Context: an optimization exercise on an open-source flow, tuned for small area, a short achievable clock period and few clock cycles per item. The choices shown serve that exercise and are no tape-out recipe.
Only simulation tests tie the RTL to the original design; equivalence was not proved.

rev 12:
==> flow/design.v <==
module tea_mix (
    input  wire [31:0] v,
    input  wire [31:0] acc,
    input  wire [31:0] a,
    input  wire [31:0] b,
    output wire [31:0] f
);
    wire [31:0] t0, t1, t2;
    tea_add #(.ARCH(1)) u0 (.x({v[27:0], 4'b0000}), .y(a), .ci(1'b0), .s(t0));
    tea_add #(.ARCH(1)) u1 (.x(v), .y(acc), .ci(1'b0), .s(t1));
    tea_add #(.ARCH(1)) u2 (.x({5'b00000, v[31:5]}), .y(b), .ci(1'b0), .s(t2));
    assign f = t0 ^ t1 ^ t2;
endmodule
module tea_add #(parameter integer ARCH = 1) (
    input  wire [31:0] x,
    input  wire [31:0] y,
    input  wire        ci,
    output wire [31:0] s
);
    wire [31:0] p = x ^ y;
    wire [31:0] g0 = x & y;
    wire [31:0] G [0:9];
    wire [31:0] P [0:9];
    assign G[0] = {g0[31:1], g0[0] | (p[0] & ci)};
    assign P[0] = p;
    genvar l, i;
    generate
        if (ARCH == 2) begin : skl
            for (l = 0; l < 5; l = l + 1) begin : lv
                for (i = 0; i < 32; i = i + 1) begin : b
                    if ((i >> l) & 1) begin : op
                        assign G[l+1][i] = G[l][i] | (P[l][i] & G[l][((i >> l) << l) - 1]);
                        assign P[l+1][i] = P[l][i] & P[l][((i >> l) << l) - 1];
                    end else begin : pass
                        assign G[l+1][i] = G[l][i];
                        assign P[l+1][i] = P[l][i];
                    end
                end
            end
            assign s = p ^ {G[5][30:0], ci};
        end else begin : bk
            for (l = 0; l < 5; l = l + 1) begin : up
                for (i = 0; i < 32; i = i + 1) begin : b
                    if ((i % (2 << l)) == (2 << l) - 1) begin : op
                        assign G[l+1][i] = G[l][i] | (P[l][i] & G[l][i - (1 << l)]);
                        assign P[l+1][i] = P[l][i] & P[l][i - (1 << l)];
                    end else begin : pass
                        assign G[l+1][i] = G[l][i];
                        assign P[l+1][i] = P[l][i];
                    end
                end
            end
            for (l = 3; l >= 0; l = l - 1) begin : dn
                for (i = 0; i < 32; i = i + 1) begin : b
                    if ((i % (2 << l)) == (1 << l) - 1 && i >= (2 << l)) begin : op
                        assign G[9-l][i] = G[8-l][i] | (P[8-l][i] & G[8-l][i - (1 << l)]);
                        assign P[9-l][i] = P[8-l][i] & P[8-l][i - (1 << l)];
                    end else begin : pass
                        assign G[9-l][i] = G[8-l][i];
                        assign P[9-l][i] = P[8-l][i];
                    end
                end
            end
            assign s = p ^ {G[9][30:0], ci};
        end
    endgenerate
endmodule
module tea_core (
    input  wire        clk,
    input  wire        rst,           
    input  wire        in_valid,
    output wire        in_ready,
    input  wire        in_decrypt,    
    input  wire [63:0] in_key,
    input  wire [63:0] in_block,
    output wire        out_valid,
    input  wire        out_ready,
    output wire [63:0] out_block
);
    reg         busy;       
    reg         vld;        
    reg  [6:0]  cnt;        
    reg         dec;
    reg  [63:0] key;
    reg  [31:0] a, b;
    reg  [31:0] acc;        
    function [31:0] acc_of(input [4:0] m);
        case (m)
            5'd0: acc_of = 32'h9E3779B9;
            5'd1: acc_of = 32'h3C6EF372;
            5'd2: acc_of = 32'hDAA66D2B;
            5'd3: acc_of = 32'h78DDE6E4;
            5'd4: acc_of = 32'h1715609D;
            5'd5: acc_of = 32'hB54CDA56;
            5'd6: acc_of = 32'h5384540F;
            5'd7: acc_of = 32'hF1BBCDC8;
            5'd8: acc_of = 32'h8FF34781;
            5'd9: acc_of = 32'h2E2AC13A;
            5'd10: acc_of = 32'hCC623AF3;
            5'd11: acc_of = 32'h6A99B4AC;
            5'd12: acc_of = 32'h08D12E65;
            5'd13: acc_of = 32'hA708A81E;
            5'd14: acc_of = 32'h454021D7;
            5'd15: acc_of = 32'hE3779B90;
            5'd16: acc_of = 32'h81AF1549;
            5'd17: acc_of = 32'h1FE68F02;
            5'd18: acc_of = 32'hBE1E08BB;
            5'd19: acc_of = 32'h5C558274;
            5'd20: acc_of = 32'hFA8CFC2D;
            5'd21: acc_of = 32'h98C475E6;
            5'd22: acc_of = 32'h36FBEF9F;
            5'd23: acc_of = 32'hD5336958;
            5'd24: acc_of = 32'h736AE311;
            5'd25: acc_of = 32'h11A25CCA;
            5'd26: acc_of = 32'hAFD9D683;
            5'd27: acc_of = 32'h4E11503C;
            5'd28: acc_of = 32'hEC48C9F5;
            5'd29: acc_of = 32'h8A8043AE;
            5'd30: acc_of = 32'h28B7BD67;
            5'd31: acc_of = 32'hC6EF3720;
        endcase
    endfunction
    wire        idle   = ~busy & ~vld;
    wire        accept = in_valid & idle;
    wire        swp    = cnt[6];
    wire        last   = dec ? cnt[6] & ~cnt[0] : (cnt[5:0] == 6'd63);
    wire [6:0]  cnt_nx = idle ? {7{in_decrypt}} : cnt + 7'd1;
    wire [31:0] f;
    tea_mix u_mix (.v(a), .acc(acc), .a(key[63:32]), .b(key[31:0]), .f(f));
    wire [31:0] a_step;
    tea_add #(.ARCH(2)) u_add (.x(b), .y(f ^ {32{dec}}), .ci(dec), .s(a_step));
    assign in_ready  = idle;
    assign out_valid = vld;
    assign out_block = {b, a};
    always @(posedge clk) begin
        if (rst) begin
            busy <= 1'b0;
            vld  <= 1'b0;
        end else begin
            if (accept) begin
                busy <= 1'b1;
                vld  <= 1'b0;
            end else if (busy) begin
                if (last) begin
                    busy <= 1'b0;
                    vld  <= 1'b1;
                end
            end else if (out_ready) begin
                vld <= 1'b0;
            end
        end
    end
    always @(posedge clk) begin
        cnt <= cnt_nx;
        acc <= idle ? acc_of(5'd0) : acc_of(cnt_nx[5:1] ^ {5{dec}});
        if (idle) begin
            key <= in_key;
            dec <= in_decrypt;
            a   <= in_block[31:0];
            b   <= in_block[63:32];
        end else if (busy) begin
            a   <= swp ? b : a_step;
            b   <= a;
        end
    end
endmodule
clock: 12.0 ns
lec_check: 0
abc_area: 1
cap_margin: 20
core_margin: 2
core_utilization: 40
cts_buf_list: sky130_fd_sc_hd__clkbuf_4 sky130_fd_sc_hd__clkbuf_8
slew_margin: 20
standard.sh (not shown) runs the stock make flow with config.mk's settings and CLKGATE_MAP_FILE= SYNTH_SCRIPT=/design/flow/synth_recipe.tcl, a recipe that flattens the netlist after the stock synthesis.
==> flow/flow/run.sh <==
#!/bin/bash
# Standard ORFS layout, with 1x port buffers and a timing-repair target
# tighter than the clock (the clock and the SDC are unchanged).
set -euo pipefail
bash standard.sh synth > synth.log 2>&1
bash standard.sh SETUP_SLACK_MARGIN=7.25 BUFFER_PORTS_ARGS="-buffer_cell sky130_fd_sc_hd__buf_1" finish > layout.log 2>&1
Rev 12 finished every step from synthesis to the final layout, and the layout passed the timing, DRC and antenna checks.
Testbench counts of rev 12, summed over its fixed seeds: cycles 68,578, items 1,024.
Modified inputs, rev 13 compared to rev 12
diff --git a/flow/design.v b/flow/design.v
--- a/flow/design.v
+++ b/flow/design.v
@@ -130,4 +130,6 @@
     wire [31:0] a_step;
     tea_add #(.ARCH(2)) u_add (.x(b), .y(f ^ {32{dec}}), .ci(dec), .s(a_step));
+    wire        step    = busy & ~swp;
+    wire [31:0] a_other = idle ? in_block[31:0] : b;
     assign in_ready  = idle;
     assign out_valid = vld;
@@ -157,9 +159,8 @@
             key <= in_key;
             dec <= in_decrypt;
-            a   <= in_block[31:0];
-            b   <= in_block[63:32];
-        end else if (busy) begin
-            a   <= swp ? b : a_step;
-            b   <= a;
+        end
+        if (idle | busy) begin
+            a   <= step ? a_step : a_other;
+            b   <= idle ? in_block[63:32] : a;
         end
     end
- Cell area after synthesis (higher): rev 12
- Rev 13 vs. rev 12: maximum fanout count along the critical path was more or less identical, layout overhead on the synthesized area moved up, final critical-path share of the clock period went up 0.19 points, fraction of area in clock buffers and inverters level, area enclosed by the die boundary lower.
- Looking at setup slack after layout across rev 13 and rev 12, the one that comes out higher is rev 12.
- Against rev 12, wire length in rev 13 came out worse.
- Rev 13 against rev 12: utilization picked up an extra 0.58 points; synthesized netlist net count lost 3.7%; summed area of non-filler cells in the final layout lost 1.5%.
- For rev 12, the source of the critical timing path was a[5], unlike rev 13, where it was a[0].
Testbench counts of rev 13, summed over its fixed seeds: cycles 68,578, items 1,024.

static timing again, ports no longer ideal:
In the flow no input, the clock included, has a driving cell. The finished layouts below were timed again as built, in two steps.
Step 1: set_driving_cell puts a clkbuf_16 on clk and a buf_2 on each other input, an assumption about the parent block.
Step 2 adds t to the input delays and takes it off the output delays; t is the mean of the earliest and latest rising clock arrival at the registers after step 1. Input paths then give back, and output paths get back, about the clock's delay inside the block.
a / b / c = no drivers / after step 1 / after step 2; a / b = the first two.
run	t (ns)	setup WS [ns]	cell pins on the clock port's net
rev 12	0.557	7.400 / 7.400 / 7.400	1
rev 13	0.530	7.377 / 7.377 / 7.323	1
After both steps setup and hold are still met in every run listed. The setup slack of rev 13, which loses most, moves by 0.000 ns with the drivers and by -0.054 ns with both steps.
